From an optimization exercise on the open Yosys and OpenROAD flow, aimed at small area; shortcuts taken in it are not production practice. At most, simulation tests tie the RTL to the original design; equivalence was not proved. No driver is modelled on the clock port, so clocking that relies on it looks cheaper here than on a real chip. Power and IR drop assume default switching activity.

==> inputs of v31 <==
==> flow/design.v (excerpt) <==
module simplecvm_core (
    input  wire        clk,
    input  wire        rst,
    output reg         mem_req,
    input  wire        mem_gnt,
    output wire        mem_we,
    output wire        mem_wide,
    output wire [14:0] mem_addr,
    output wire [15:0] mem_wdata,
    input  wire        mem_rvalid,
    input  wire [15:0] mem_rdata,
    output wire        out_valid,
    output wire        out_chr,
    output wire [15:0] out_data,
    output wire        halted,
    output wire        faulted,
    output wire [2:0]  fault_cause,
    output wire [15:0] fault_pc,
    output wire [15:0] fault_info
);
==> flow/config.mk <==
export PLATFORM = sky130hd
export DESIGN_NAME = simplecvm_core
export DESIGN_NICKNAME = simplecvm_core
export VERILOG_FILES = /design/flow/design.v
export SDC_FILE = /design/flow/constraint.sdc
export NUM_CORES = 4
export LEC_CHECK = 0
export ABC_AREA = 1
export CAP_MARGIN = 20
export CORE_MARGIN = 2
export CORE_UTILIZATION = 40
export SLEW_MARGIN = 20
==> flow/constraint.sdc <==
create_clock -name core_clock -period 8.0 [get_ports {clk}]
set_input_delay 1.6000 -clock core_clock [delete_from_list [all_inputs] [get_ports {clk}]]
set_output_delay 1.6000 -clock core_clock [all_outputs]
set_load 0.01 [all_outputs]
standard.sh (not shown) runs the stock make flow with config.mk's settings and CLKGATE_MAP_FILE= SYNTH_SCRIPT=/design/flow/synth_recipe.tcl, a recipe that flattens the netlist after the stock synthesis.
==> flow/flow/run.sh <==
#!/bin/bash
# The standard layout (standard.sh, with its standard synthesis), with two
# changes: the smallest buffer on the ports, and a smaller clock tree without
# dummy loads.  Each tool's output is in standard.log and orfs/logs/.
export BUFFER_PORTS_ARGS="-buffer_cell sky130_fd_sc_hd__buf_1"
export CTS_ARGS="-sink_clustering_enable -repair_clock_nets -dont_use_dummy_load -buf_list sky130_fd_sc_hd__clkbuf_8 -sink_clustering_size 30 -sink_clustering_max_diameter 100"
bash standard.sh finish > standard.log 2>&1
==> inputs of v3, as changes to v31 <==
--- a/flow/design.v
+++ b/flow/design.v
@@ -71,14 +71,11 @@
     assign fault_cause = (state == S_F2) ? 3'd2 :
                          (state == S_F3) ? 3'd3 :
                          (state == S_F4) ? 3'd4 : 3'd1;
     assign fault_pc    = pc;
     wire   f_fetch = (state == S_F1);
-    wire   f_reg   = (state == S_F2);
-    assign fault_info  = {w[15] & ~f_reg | f_fetch,
-                          w[14:8] & {7{~(f_reg | f_fetch)}},
-                          f_reg ? rb : (w[7:0] & {8{~f_fetch}})};
+    assign fault_info  = {w[15] | f_fetch, w[14:0] & {15{~f_fetch}}};
     wire op_load   = (op == 5'h01);
     wire op_loadi  = (op == 5'h02);
     wire op_store  = (op == 5'h03);
     wire op_storei = (op == 5'h04);
     wire op_jmp    = (op >= 5'h05) && (op <= 5'h08);
@@ -173,10 +170,11 @@
     simplecvm_alu u_alu (.a(sa), .b(sb), .ci(sci), .s(ss), .co(sco));
     wire        set_flags = op_alu || !lo[1];
     wire        wr  = pass_on || init;
     wire        wb  = ss && !init;
     always @(posedge clk) begin
+        cy <= sco;
         x0 <= {(wr && (init || lo == 2'd0)) ? wb : x0[0], x0[15:1]};
         x1 <= {(wr && (init || lo == 2'd1)) ? wb : x1[0], x1[15:1]};
         x2 <= {(wr && (init || lo == 2'd2)) ? wb : x2[0], x2[15:1]};
         x3 <= {(wr && (init || lo == 2'd3)) ? wb : x3[0], x3[15:1]};
     end
@@ -195,11 +193,10 @@
             fo        <= 1'b0;
         end else begin
             ph        <= ph + 4'd1;
             if (ph == 4'd15) init <= 1'b0;
             if (pass_on) begin
-                cy <= sco;
                 if (set_flags) begin
                     fz <= (first || fz) && !ss;
                     if (ph == 4'd15) begin
                         fn <= ss;
                         if (op_alu) fo <= sci ^ sco;
@@ -218,15 +215,19 @@
                     else if (mem_rdata[4:0] == 5'h00) state <= S_HALT;
                     else state <= S_FB;
                 end
                 S_FBW: if (mem_rvalid) begin
                     rb <= mem_rdata[7:0];
+                    w  <= mem_rdata;          
                     state <= f4 ? S_FC : S_EX;
                 end
                 S_FCW: if (mem_rvalid) begin
-                    w <= mem_rdata;
-                    state <= S_EX;
+                    if (reg_bad) state <= S_F2;    
+                    else begin
+                        w <= mem_rdata;
+                        state <= S_EX;
+                    end
                 end
                 S_EX: begin
                     if (reg_bad) state <= S_F2;
                     else if (op_store) state <= oob ? S_F1D : S_STW;
                     else if (op_jmp) begin
==> flow/flow/run.sh (replaced) <==
#!/bin/bash
# The standard layout (standard.sh), with three changes:
#  - after the standard synthesis, its combinational logic is mapped again
#    for area with Yosys/ABC (flow/reopt.tcl, flow/area.abc); every flip-flop
#    of the standard synthesis is kept as it is (instance, name, cell type);
#  - the smallest buffer on the ports;
#  - a clock tree of clkbuf_8 without dummy loads.
# Each tool's output goes to a log of its own here: synth.log, reopt.log,
# layout.log (and ORFS's own logs under orfs/logs/).
set -e
here=$(pwd)
bash standard.sh synth > synth.log 2>&1
res=$(ls -d orfs/results/*/*/base | head -1)
plat=$(basename $(dirname $(dirname $res)))
lib=$FLOW_HOME/platforms/$plat/lib/sky130_fd_sc_hd__tt_025C_1v80.lib
cp $res/1_2_yosys.v synth_standard.v
export REOPT_LIB=$lib REOPT_IN=$here/synth_standard.v REOPT_OUT=$here/synth_reopt.v \
       REOPT_TOP=$FLOW_TOP REOPT_SCRIPT=$here/flow/area.abc REOPT_STAT=$here/reopt_stat.txt
export REOPT_SEQ="$(grep -oE 'sky130_fd_sc_hd__(df|edf|sdf|dl)[a-z0-9_]*' synth_standard.v | sort -u | tr '\n' ' ')"
export REOPT_DONT_USE="$(sed -n '/^export DONT_USE_CELLS/,/^#/p' $FLOW_HOME/platforms/$plat/config.mk | grep -oE 'sky130_fd_sc_hd__[a-z0-9_]+' | tr '\n' ' ')"
${YOSYS_EXE:-yosys} -c flow/reopt.tcl > reopt.log 2>&1
cp synth_reopt.v $res/1_2_yosys.v
rm -f $res/1_synth.odb
export BUFFER_PORTS_ARGS="-buffer_cell sky130_fd_sc_hd__buf_1"
export CTS_ARGS="-sink_clustering_enable -repair_clock_nets -dont_use_dummy_load -buf_list sky130_fd_sc_hd__clkbuf_8"
bash standard.sh finish > layout.log 2>&1
==> flow/flow/area.abc (new file) <==
strash
dc2
dch -f
amap
strash
dc2
dch -f
amap
strash
dc2
dch -f
amap
strash
dc2
dch -f
amap
strash
dc2
dch -f
amap
strash
dc2
dch -f
amap
topo
==> flow/flow/reopt.tcl (new file) <==
# Re-map the combinational logic of the standard synthesis for area.
# The flip-flops are kept as they are: same instances, names and cell types.
yosys -import
set lib $::env(REOPT_LIB)
read_liberty -ignore_miss_func $lib
read_verilog $::env(REOPT_IN)
hierarchy -top $::env(REOPT_TOP)
foreach m [split $::env(REOPT_SEQ) " "] {
  if { $m ne "" } { setattr -mod -set keep_hierarchy 1 $m }
}
flatten
opt_clean -purge
set du {}
foreach c [split $::env(REOPT_DONT_USE) " "] {
  if { $c ne "" } { lappend du -dont_use $c }
}
abc -liberty $lib {*}$du -script $::env(REOPT_SCRIPT)
opt_clean -purge
splitnets
opt_clean -purge
hilomap -singleton -hicell sky130_fd_sc_hd__conb_1 HI -locell sky130_fd_sc_hd__conb_1 LO
insbuf -buf sky130_fd_sc_hd__buf_4 A X
opt_clean -purge
tee -o $::env(REOPT_STAT) stat -liberty $lib
select $::env(REOPT_TOP)
write_verilog -noattr -nohex -nodec -selected $::env(REOPT_OUT)
==> out/qor.txt <==
routed length on met2 -> 9170 µm
total power -> 1.85 mW
DP Cell Count -> 1245
n_taps -> 225
share of layout cells above drive strength 1 -> 10.0%
vias in the first global route -> 5871
VDD IR max -> 0.150 mV
status -> complete, no violations
Synth Area in Adders -> 2.19%
sequential element share of the synthesized area -> 39.7%
post-synthesis simple-gate area fraction -> 32.6%
cell area after synthesis -> 6960 µm²
die height -> 136 µm
die outline area -> 18500 µm²
Non-CTS buffers -> 110
Post-synth EDFFs -> 30
met3 wirelength from detailed routing -> 1390 µm
Slowest-stage cell, CP -> edfxtp_1
fraction of area in registers -> 36.4%
[end of results for v31]
==> out/qor.txt <==
status -> complete, no violations
M1 WL -> 7460 µm
cell area after synthesis -> 5540 µm²
share of layout cells above drive strength 1 -> 4.63%
DR vias/cell -> 5.68
Non-CTS buffers -> 119
met3 wirelength from detailed routing -> 1300 µm
total power -> 1.64 mW
VDD IR max -> 0.106 mV
Multi-In Gates -> 422
vias in the first global route -> 4982
Clock-cell share -> 3.68%
die outline area -> 14800 µm²
# setup viols final -> 0
Slowest-stage cell, CP -> dfxtp_1
DP Cell Count -> 937
fraction of area in registers -> 43.3%
die height -> 122 µm
[end of results for v3]
Only the layout flow was run in v31; the RTL was not checked for function there.

---

==> trial 89 <==
==> flow/design.v <==
module simplecvm_decode (
    input  wire [7:0] op,
    output wire       legal
);
    assign legal = (op[7:5] == 3'd0) && (op[4:0] <= 5'h12);
endmodule
module simplecvm_alu (
    input  wire a,
    input  wire b,
    input  wire ci,
    output wire s,
    output wire co
);
    assign s  = a ^ b ^ ci;
    assign co = (a & b) | (a & ci) | (b & ci);
endmodule
module simplecvm_core (
    input  wire        clk,
    input  wire        rst,
    output reg         mem_req,
    input  wire        mem_gnt,
    output wire        mem_we,
    output wire        mem_wide,
    output wire [14:0] mem_addr,
    output wire [15:0] mem_wdata,
    input  wire        mem_rvalid,
    input  wire [15:0] mem_rdata,
    output wire        out_valid,
    output wire        out_chr,
    output wire [15:0] out_data,
    output wire        halted,
    output wire        faulted,
    output wire [2:0]  fault_cause,
    output wire [15:0] fault_pc,
    output wire [15:0] fault_info
);
    localparam S_FA    = 5'd0;    
    localparam S_FAW   = 5'd1;    
    localparam S_FB    = 5'd2;    
    localparam S_FBW   = 5'd3;
    localparam S_FC    = 5'd4;    
    localparam S_FCW   = 5'd5;
    localparam S_EX    = 5'd6;    
    localparam S_ALIGN = 5'd7;    
    localparam S_PASS  = 5'd8;    
    localparam S_CHK   = 5'd9;    
    localparam S_MREQ  = 5'd10;   
    localparam S_MWAIT = 5'd11;
    localparam S_STW   = 5'd12;   
    localparam S_NEXT  = 5'd13;   
    localparam S_HALT  = 5'd16;
    localparam S_F1    = 5'd17;   
    localparam S_F1D   = 5'd18;   
    localparam S_F2    = 5'd19;   
    localparam S_F3    = 5'd20;   
    localparam S_F4    = 5'd21;   
    reg  [4:0]  state;
    reg  [3:0]  ph;
    reg         init;             
    reg  [15:0] pc;
    reg  [15:0] x0, x1, x2, x3;   
    reg         fz, fn, fo;
    reg         cy;               
    reg  [4:0]  op;
    reg  [5:0]  rb;               
    reg  [15:0] w;
    wire [1:0]  lo = rb[1:0];
    wire [1:0]  hi = w[7:6];
    assign halted      = (state == S_HALT);
    assign faulted     = (state[4:3] == 2'b10) && (state[2:0] != 3'd0);
    assign fault_cause = (state == S_F2) ? 3'd2 :
                         (state == S_F3) ? 3'd3 :
                         (state == S_F4) ? 3'd4 : 3'd1;
    assign fault_pc    = pc;
    wire   f_fetch = (state == S_F1);
    assign fault_info  = {w[15] | f_fetch, w[14:0] & {15{~f_fetch}}};
    wire op_load   = (op == 5'h01);
    wire op_loadi  = (op == 5'h02);
    wire op_store  = (op == 5'h03);
    wire op_storei = (op == 5'h04);
    wire op_jmp    = (op >= 5'h05) && (op <= 5'h08);
    wire op_addi   = (op == 5'h09) || (op == 5'h0B);
    wire op_addr   = (op == 5'h0A) || (op == 5'h0C);
    wire op_sub    = (op == 5'h0B) || (op == 5'h0C);
    wire op_outw   = (op == 5'h0D) || (op == 5'h0E);
    wire op_outr   = (op == 5'h0F) || (op == 5'h10);
    wire op_outi   = (op == 5'h11) || (op == 5'h12);
    wire op_alu    = op_addi || op_addr;
    wire f4        = op_load || op_store || op_jmp || op_addi || op_outw;
    wire fmt_p    = op_loadi || op_storei || op_addr;
    wire copy_hi   = op_loadi || op_storei;
    wire copy_op   = copy_hi || op_outr || op_outi;
    wire packed_bad = (rb[5:2] != 4'd0);
    wire single_bad = packed_bad || (hi != 2'd0);
    reg  reg_bad;
    always @(*) begin
        if (fmt_p)
            reg_bad = packed_bad || (copy_hi ? !hi[1] : (lo[1] || hi[1]));
        else if (op_load)
            reg_bad = single_bad;
        else if (op_store || op_addi || op_outr)
            reg_bad = single_bad || lo[1];
        else if (op_outi)
            reg_bad = single_bad || !lo[1];
        else
            reg_bad = 1'b0;
    end
    wire        base_w = (state == S_EX) || (state == S_CHK) ||
                         (state == S_MREQ) || (state == S_STW);
    reg  [2:0]  off;
    always @(*) begin
        case (state)
            S_FB:    off = 3'd1;
            S_FC:    off = 3'd2;
            S_NEXT:  off = f4 ? 3'd4 : 3'd2;
            default: off = 3'd0;
        endcase
    end
    wire [15:0] aout = (base_w ? w : pc) + {13'd0, off};
    wire        wide = (state == S_FC) || base_w;
    wire        oob  = aout[15] || (wide && (aout[14:0] == 15'h7FFF));
    wire        ph0  = (ph == 4'd0) && !init;
    wire [1:0]  rsel = (state == S_ALIGN && copy_hi) ? hi : lo;
    reg  [15:0] rp;
    always @(*) begin
        case (rsel)
            2'd0: rp = x0;
            2'd1: rp = x1;
            2'd2: rp = x2;
            default: rp = x3;
        endcase
    end
    assign mem_addr  = aout[14:0];
    assign mem_wide  = (state != S_FA) && (state != S_FB);
    assign mem_we    = (state == S_STW);
    assign mem_wdata = rp;
    always @(*) begin
        case (state)
            S_FA, S_FB, S_FC: mem_req = !oob;
            S_MREQ:           mem_req = 1'b1;
            S_STW:            mem_req = ph0;
            default:          mem_req = 1'b0;
        endcase
    end
    assign out_valid = (state == S_NEXT) && (op >= 5'h0D);
    assign out_chr  = !op[0];
    assign out_data = {w[15:8] & {8{op[0]}}, w[7:0]};
    wire        pass_on = (state == S_PASS) || (state == S_ALIGN && ph0 && !copy_op);
    wire        first   = (ph == rb[5:2]);
    wire        last    = ((ph + 4'd1) == rb[5:2]);
    reg         b_lo, b_hi;
    always @(*) begin
        case (lo)
            2'd0: b_lo = x0[0];
            2'd1: b_lo = x1[0];
            2'd2: b_lo = x2[0];
            default: b_lo = x3[0];
        endcase
        case (hi)
            2'd0: b_hi = x0[0];
            2'd1: b_hi = x1[0];
            2'd2: b_hi = x2[0];
            default: b_hi = x3[0];
        endcase
    end
    wire        sa  = op_alu && b_lo;
    wire        sb  = (op_addr ? b_hi : w[ph]) ^ op_sub;
    wire        sci = first ? op_sub : cy;
    wire        ss, sco;
    simplecvm_alu u_alu (.a(sa), .b(sb), .ci(sci), .s(ss), .co(sco));
    wire        set_flags = op_alu || !lo[1];
    wire        wr  = pass_on || init;
    wire        wb  = ss && !init;
    always @(posedge clk) begin
        cy <= sco;
        x0 <= {(wr && (init || lo == 2'd0)) ? wb : x0[0], x0[15:1]};
        x1 <= {(wr && (init || lo == 2'd1)) ? wb : x1[0], x1[15:1]};
        x2 <= {(wr && (init || lo == 2'd2)) ? wb : x2[0], x2[15:1]};
        x3 <= {(wr && (init || lo == 2'd3)) ? wb : x3[0], x3[15:1]};
    end
    wire        legal_new;
    simplecvm_decode u_dec (.op(mem_rdata[7:0]), .legal(legal_new));
    wire        jump_taken = (op == 5'h05) || (op == 5'h06 && fz) ||
                             (op == 5'h07 && fn) || (op == 5'h08 && fo);
    always @(posedge clk) begin
        if (rst) begin
            state     <= S_FA;
            ph        <= 4'd0;
            init      <= 1'b1;
            pc        <= 16'h0000;
            fz        <= 1'b0;
            fn        <= 1'b0;
            fo        <= 1'b0;
        end else begin
            ph        <= ph + 4'd1;
            if (ph == 4'd15) init <= 1'b0;
            if (pass_on) begin
                if (set_flags) begin
                    fz <= (first || fz) && !ss;
                    if (ph == 4'd15) begin
                        fn <= ss;
                        if (op_alu) fo <= sci ^ sco;
                    end
                end
            end
            case (state)
                S_FA, S_FB, S_FC: begin
                    if (oob) state <= S_F1;
                    else if (mem_gnt) state <= state + 5'd1;
                end
                S_FAW: if (mem_rvalid) begin
                    op <= mem_rdata[4:0];
                    w  <= mem_rdata;
                    if (!legal_new) state <= S_F4;
                    else if (mem_rdata[4:0] == 5'h00) state <= S_HALT;
                    else state <= S_FB;
                end
                S_FBW: if (mem_rvalid) begin
                    rb <= mem_rdata[5:0];
                    w  <= mem_rdata;          
                    state <= f4 ? S_FC : S_EX;
                end
                S_FCW: if (mem_rvalid) begin
                    if (reg_bad) state <= S_F2;    
                    else begin
                        w <= mem_rdata;
                        state <= S_EX;
                    end
                end
                S_EX: begin
                    if (!f4 && reg_bad) state <= S_F2;
                    else if (op_store) state <= oob ? S_F1D : S_STW;
                    else if (op_jmp) begin
                        if (w[15]) state <= S_F3;
                        else if (jump_taken) begin pc <= aout; state <= S_FA; end
                        else state <= S_NEXT;
                    end else if (op_outw) state <= S_NEXT;
                    else state <= S_ALIGN;
                end
                S_ALIGN: if (ph0) begin
                    if (copy_op) begin
                        w <= rp;
                        state <= op_outr ? S_NEXT : S_CHK;
                    end else state <= S_PASS;
                end
                S_PASS: if (last) state <= S_NEXT;
                S_CHK: begin
                    if (oob) state <= S_F1D;
                    else if (op_storei) state <= S_STW;
                    else state <= S_MREQ;
                end
                S_MREQ: if (mem_gnt) state <= S_MWAIT;
                S_MWAIT: if (mem_rvalid) begin
                    w <= mem_rdata;
                    if (op_outi) state <= S_NEXT;
                    else begin
                        rb[5:2] <= ph + 4'd1;
                        state <= S_PASS;
                    end
                end
                S_STW: if (ph0 && mem_gnt) state <= S_NEXT;
                S_NEXT: begin
                    pc <= aout;
                    state <= S_FA;
                end
                default: ;    
            endcase
        end
    end
endmodule
==> flow/flow/run.sh <==
#!/bin/bash
# The standard layout (standard.sh), with these changes:
#  - after the standard synthesis, its combinational logic is mapped again
#    for area with Yosys/ABC (flow/reopt.tcl, flow/area.abc); every flip-flop
#    of the standard synthesis is kept as it is (instance, name, cell type);
#  - the smallest buffer on the ports;
#  - a clock tree of clkbuf_4 without dummy loads, in which the buffers that
#    drive too slow a clock edge are then made clkbuf_8 (flow/clkfix.tcl).
# Each tool's output goes to a log of its own here: synth.log, reopt.log,
# cts.log, clkfix.log, layout.log (and ORFS's own logs under orfs/logs/).
set -e
here=$(pwd)
bash standard.sh synth > synth.log 2>&1
res=$(ls -d orfs/results/*/*/base | head -1)
plat=$(basename $(dirname $(dirname $res)))
pdir=$FLOW_HOME/platforms/$plat
lib=$pdir/lib/sky130_fd_sc_hd__tt_025C_1v80.lib
cp $res/1_2_yosys.v synth_standard.v
export REOPT_LIB=$lib REOPT_IN=$here/synth_standard.v REOPT_OUT=$here/synth_reopt.v \
       REOPT_TOP=$FLOW_TOP REOPT_SCRIPT=$here/flow/area.abc REOPT_STAT=$here/reopt_stat.txt
export REOPT_SEQ="$(grep -oE 'sky130_fd_sc_hd__(df|edf|sdf|dl)[a-z0-9_]*' synth_standard.v | sort -u | tr '\n' ' ')"
export REOPT_DONT_USE="$(sed -n '/^export DONT_USE_CELLS/,/^#/p' $pdir/config.mk | grep -oE 'sky130_fd_sc_hd__[a-z0-9_]+' | tr '\n' ' ')"
${YOSYS_EXE:-yosys} -c flow/reopt.tcl > reopt.log 2>&1
cp synth_reopt.v $res/1_2_yosys.v
rm -f $res/1_synth.odb
export BUFFER_PORTS_ARGS="-buffer_cell sky130_fd_sc_hd__buf_1"
export CTS_ARGS="-sink_clustering_enable -repair_clock_nets -dont_use_dummy_load -buf_list sky130_fd_sc_hd__clkbuf_4"
bash standard.sh cts > cts.log 2>&1
CLKFIX_LIB=$lib CLKFIX_ODB=$here/$res/4_cts.odb CLKFIX_SDC=$here/$res/4_cts.sdc \
CLKFIX_RC=$pdir/setRC.tcl CLKFIX_SLEW=0.100 \
  openroad -no_init -exit flow/clkfix.tcl > clkfix.log 2>&1
bash standard.sh finish > layout.log 2>&1
==> flow/flow/area.abc <==
strash
dc2
dch -f
amap
strash
dc2
dch -f
amap
strash
dc2
dch -f
amap
strash
dc2
dch -f
amap
strash
dc2
dch -f
amap
strash
dc2
dch -f
amap
topo
==> flow/flow/clkfix.tcl <==
# Upsize the clock buffers whose flip-flops would see too slow a clock edge:
# each clkbuf_4 whose sinks' estimated slew is over CLKFIX_SLEW ns becomes a
# clkbuf_8, then the placement is legalized again.
read_liberty $::env(CLKFIX_LIB)
read_db $::env(CLKFIX_ODB)
read_sdc $::env(CLKFIX_SDC)
source $::env(CLKFIX_RC)
set_propagated_clock [all_clocks]
set limit $::env(CLKFIX_SLEW)
proc worst_sink_slew { net } {
  set w 0
  foreach p [get_pins -of_objects $net -filter "direction==input"] {
    set s [get_property $p slew_max]
    if { $s > $w } { set w $s }
  }
  return $w
}
for { set pass 0 } { $pass < 3 } { incr pass } {
  estimate_parasitics -placement
  set changed 0
  foreach inst [get_cells *] {
    if { [get_property $inst ref_name] ne "sky130_fd_sc_hd__clkbuf_4" } { continue }
    set out [get_pins -of_objects $inst -filter "direction==output"]
    set net [get_nets -of_objects $out]
    set s [worst_sink_slew $net]
    if { $s > $limit } {
      puts "clkfix: [get_full_name $inst] sink slew $s -> clkbuf_8"
      replace_cell $inst sky130_fd_sc_hd__clkbuf_8
      incr changed
    }
  }
  if { $changed == 0 } { break }
}
detailed_placement
check_placement
estimate_parasitics -placement
set w 0
foreach inst [get_cells *] {
  if { [string match "*df*" [get_property $inst ref_name]] } {
    set s [get_property [get_pins -of_objects $inst -filter "name==CLK"] slew_max]
    if { $s > $w } { set w $s }
  }
}
puts "clkfix: worst flip-flop clock slew (placement estimate) $w"
write_db $::env(CLKFIX_ODB)
==> flow/flow/reopt.tcl <==
# Re-map the combinational logic of the standard synthesis for area.
# The flip-flops are kept as they are: same instances, names and cell types.
yosys -import
set lib $::env(REOPT_LIB)
read_liberty -ignore_miss_func $lib
read_verilog $::env(REOPT_IN)
hierarchy -top $::env(REOPT_TOP)
foreach m [split $::env(REOPT_SEQ) " "] {
  if { $m ne "" } { setattr -mod -set keep_hierarchy 1 $m }
}
flatten
opt_clean -purge
set du {}
foreach c [split $::env(REOPT_DONT_USE) " "] {
  if { $c ne "" } { lappend du -dont_use $c }
}
abc -liberty $lib {*}$du -script $::env(REOPT_SCRIPT)
opt_clean -purge
splitnets
opt_clean -purge
hilomap -singleton -hicell sky130_fd_sc_hd__conb_1 HI -locell sky130_fd_sc_hd__conb_1 LO
insbuf -buf sky130_fd_sc_hd__buf_4 A X
opt_clean -purge
tee -o $::env(REOPT_STAT) stat -liberty $lib
select $::env(REOPT_TOP)
write_verilog -noattr -nohex -nodec -selected $::env(REOPT_OUT)
==> flow/standard.sh <==
#!/bin/bash
# synth_recipe.tcl (not shown) runs the flow's synth.tcl, then flattens the netlist and writes it again
# the make line also repeats each setting of config.mk as NAME=value (left out here)
make -C /OpenROAD-flow-scripts/flow DESIGN_CONFIG=/design/flow/config.mk WORK_HOME=/design/flow/orfs CLKGATE_MAP_FILE= SYNTH_SCRIPT=/design/flow/synth_recipe.tcl "${@:-finish}"
==> flow/config.mk <==
export PLATFORM = sky130hd
export DESIGN_NAME = simplecvm_core
export DESIGN_NICKNAME = simplecvm_core
export VERILOG_FILES = /design/flow/design.v
export SDC_FILE = /design/flow/constraint.sdc
export NUM_CORES = 4
export LEC_CHECK = 0
export ABC_AREA = 1
export CAP_MARGIN = 20
export CORE_MARGIN = 2
export CORE_UTILIZATION = 60
export SLEW_MARGIN = 20
==> flow/constraint.sdc <==
create_clock -name core_clock -period 8.0 [get_ports {clk}]
set_input_delay 1.6000 -clock core_clock [delete_from_list [all_inputs] [get_ports {clk}]]
set_output_delay 1.6000 -clock core_clock [all_outputs]
set_load 0.01 [all_outputs]
==> inputs of trial 31, as changes to trial 89 <==
--- a/flow/design.v
+++ b/flow/design.v
@@ -118,6 +118,13 @@
     end
     wire [15:0] aout = (base_w ? w : pc) + {13'd0, off};
-    wire        wide = (state == S_FC) || base_w;
-    wire        oob  = aout[15] || (wide && (aout[14:0] == 15'h7FFF));
+    reg         f_oob;
+    always @(*) begin
+        case (state)
+            S_FA:    f_oob = pc[15];
+            S_FB:    f_oob = pc[15] || (&pc[14:0]);
+            default: f_oob = pc[15] || ((&pc[14:2]) && (pc[1] || pc[0]));
+        endcase
+    end
+    wire        w_oob = w[15] || (&w[14:0]);
     wire        ph0  = (ph == 4'd0) && !init;
     wire [1:0]  rsel = (state == S_ALIGN && copy_hi) ? hi : lo;
@@ -137,5 +144,5 @@
     always @(*) begin
         case (state)
-            S_FA, S_FB, S_FC: mem_req = !oob;
+            S_FA, S_FB, S_FC: mem_req = !f_oob;
             S_MREQ:           mem_req = 1'b1;
             S_STW:            mem_req = ph0;
@@ -206,5 +213,5 @@
             case (state)
                 S_FA, S_FB, S_FC: begin
-                    if (oob) state <= S_F1;
+                    if (f_oob) state <= S_F1;
                     else if (mem_gnt) state <= state + 5'd1;
                 end
@@ -230,5 +237,5 @@
                 S_EX: begin
                     if (!f4 && reg_bad) state <= S_F2;
-                    else if (op_store) state <= oob ? S_F1D : S_STW;
+                    else if (op_store) state <= w_oob ? S_F1D : S_STW;
                     else if (op_jmp) begin
                         if (w[15]) state <= S_F3;
@@ -246,5 +253,5 @@
                 S_PASS: if (last) state <= S_NEXT;
                 S_CHK: begin
-                    if (oob) state <= S_F1D;
+                    if (w_oob) state <= S_F1D;
                     else if (op_storei) state <= S_STW;
                     else state <= S_MREQ;
==> flow/flow/run.sh (replaced) <==
#!/bin/bash
# The standard layout (standard.sh), with three changes:
#  - after the standard synthesis, its combinational logic is mapped again
#    for area with Yosys/ABC (flow/reopt.tcl, flow/area.abc); every flip-flop
#    of the standard synthesis is kept as it is (instance, name, cell type);
#  - the smallest buffer on the ports;
#  - a clock tree of clkbuf_4/clkbuf_8 without dummy loads.
# Each tool's output goes to a log of its own here: synth.log, reopt.log,
# layout.log (and ORFS's own logs under orfs/logs/).
set -e
here=$(pwd)
bash standard.sh synth > synth.log 2>&1
res=$(ls -d orfs/results/*/*/base | head -1)
plat=$(basename $(dirname $(dirname $res)))
lib=$FLOW_HOME/platforms/$plat/lib/sky130_fd_sc_hd__tt_025C_1v80.lib
cp $res/1_2_yosys.v synth_standard.v
export REOPT_LIB=$lib REOPT_IN=$here/synth_standard.v REOPT_OUT=$here/synth_reopt.v \
       REOPT_TOP=$FLOW_TOP REOPT_SCRIPT=$here/flow/area.abc REOPT_STAT=$here/reopt_stat.txt
export REOPT_SEQ="$(grep -oE 'sky130_fd_sc_hd__(df|edf|sdf|dl)[a-z0-9_]*' synth_standard.v | sort -u | tr '\n' ' ')"
export REOPT_DONT_USE="$(sed -n '/^export DONT_USE_CELLS/,/^#/p' $FLOW_HOME/platforms/$plat/config.mk | grep -oE 'sky130_fd_sc_hd__[a-z0-9_]+' | tr '\n' ' ')"
${YOSYS_EXE:-yosys} -c flow/reopt.tcl > reopt.log 2>&1
cp synth_reopt.v $res/1_2_yosys.v
rm -f $res/1_synth.odb
export BUFFER_PORTS_ARGS="-buffer_cell sky130_fd_sc_hd__buf_1"
export CTS_ARGS="-sink_clustering_enable -repair_clock_nets -dont_use_dummy_load -buf_list {sky130_fd_sc_hd__clkbuf_4 sky130_fd_sc_hd__clkbuf_8}"
bash standard.sh finish > layout.log 2>&1
--- a/flow/flow/area.abc
+++ b/flow/flow/area.abc
@@ -1,2 +1,18 @@
+strash
+dc2
+dch -f
+amap
+strash
+dc2
+dch -f
+amap
+strash
+dc2
+dch -f
+amap
+strash
+dc2
+dch -f
+amap
 strash
 dc2
removed: flow/flow/clkfix.tcl
==> qor summary <==
| metric | trial 31 | trial 89 |
|---|---|---|
| Run status | no timing/DRC/antenna violations | no timing/DRC/antenna violations |
| Endpoint with the worst hold slack | x0[2] | x0[1] |
| Post-layout instance count excluding filler cells | 880 | 883 |
| HPWL reported at the end of detailed placement | 12,400 um | 12,500 um |
| Met2 WL | 7860 um | 7960 um |
| Wire length per cell | 19.1 um | 19.0 um |
| Power in the clock group | 399 uW | 309 uW |
| Clock latency at the later pin of the worst-skew pair | 440 ps | 400 ps |
| Launch point of the worst path | state[1] | op[4] |
| Source of the worst hold timing path | x0[3] | x0[2] |
| FMAX | 135 MHz | 133 MHz |
| Design Power | 1.67 mW | 1.51 mW |
| Peak supply drop | 0.200 mV | 0.179 mV |
| Dpl cell area | 0.00595 mm2 | 0.00596 mm2 |
| Sw Ratio | 38.2% | 37.1% |
| Overall via count from detail_route | 5,516 | 5,556 |
| Seq area share | 43.1% | 42.8% |
| Violation count after the first detailed-route iteration | 647 | 524 |
| Multi-input comb cells | 439 | 424 |
No functional check of the RTL was part of trial 89.

separate check: timing with driven ports:
How much do the figures lean on ideal ports? The routed layouts below were timed once more, with nothing changed but the port constraints.
Step 1, drivers: a clkbuf_16 drives clk and a buf_2 each remaining input, both assumed.
Step 2, shift: input delay + t, output delay - t, t = (earliest + latest rising clock arrival at the registers) / 2. This alone moves slack from input paths to output paths.
Slacks: ideal / step 1 / step 2; pairs: ideal / step 1.
run | t (ns) | setup WS [ns] | worst setup path at the end | latest minus earliest clock arrival (ns) | cell pins on the clock port's net
v31 | 0.459 | 1.390 / 1.352 / 1.811 | register to output | 0.030 / 0.030 | 1
v3 | 0.477 | 0.611 / 0.576 / 1.052 | register to output | 0.030 / 0.031 | 1
trial 89 | 0.419 | 0.502 / 0.465 / 0.884 | register to output | 0.030 / 0.030 | 1
trial 31 | 0.450 | 0.600 / 0.567 / 1.016 | register to output | 0.053 / 0.053 | 1
After both steps every run listed still meets setup and hold.
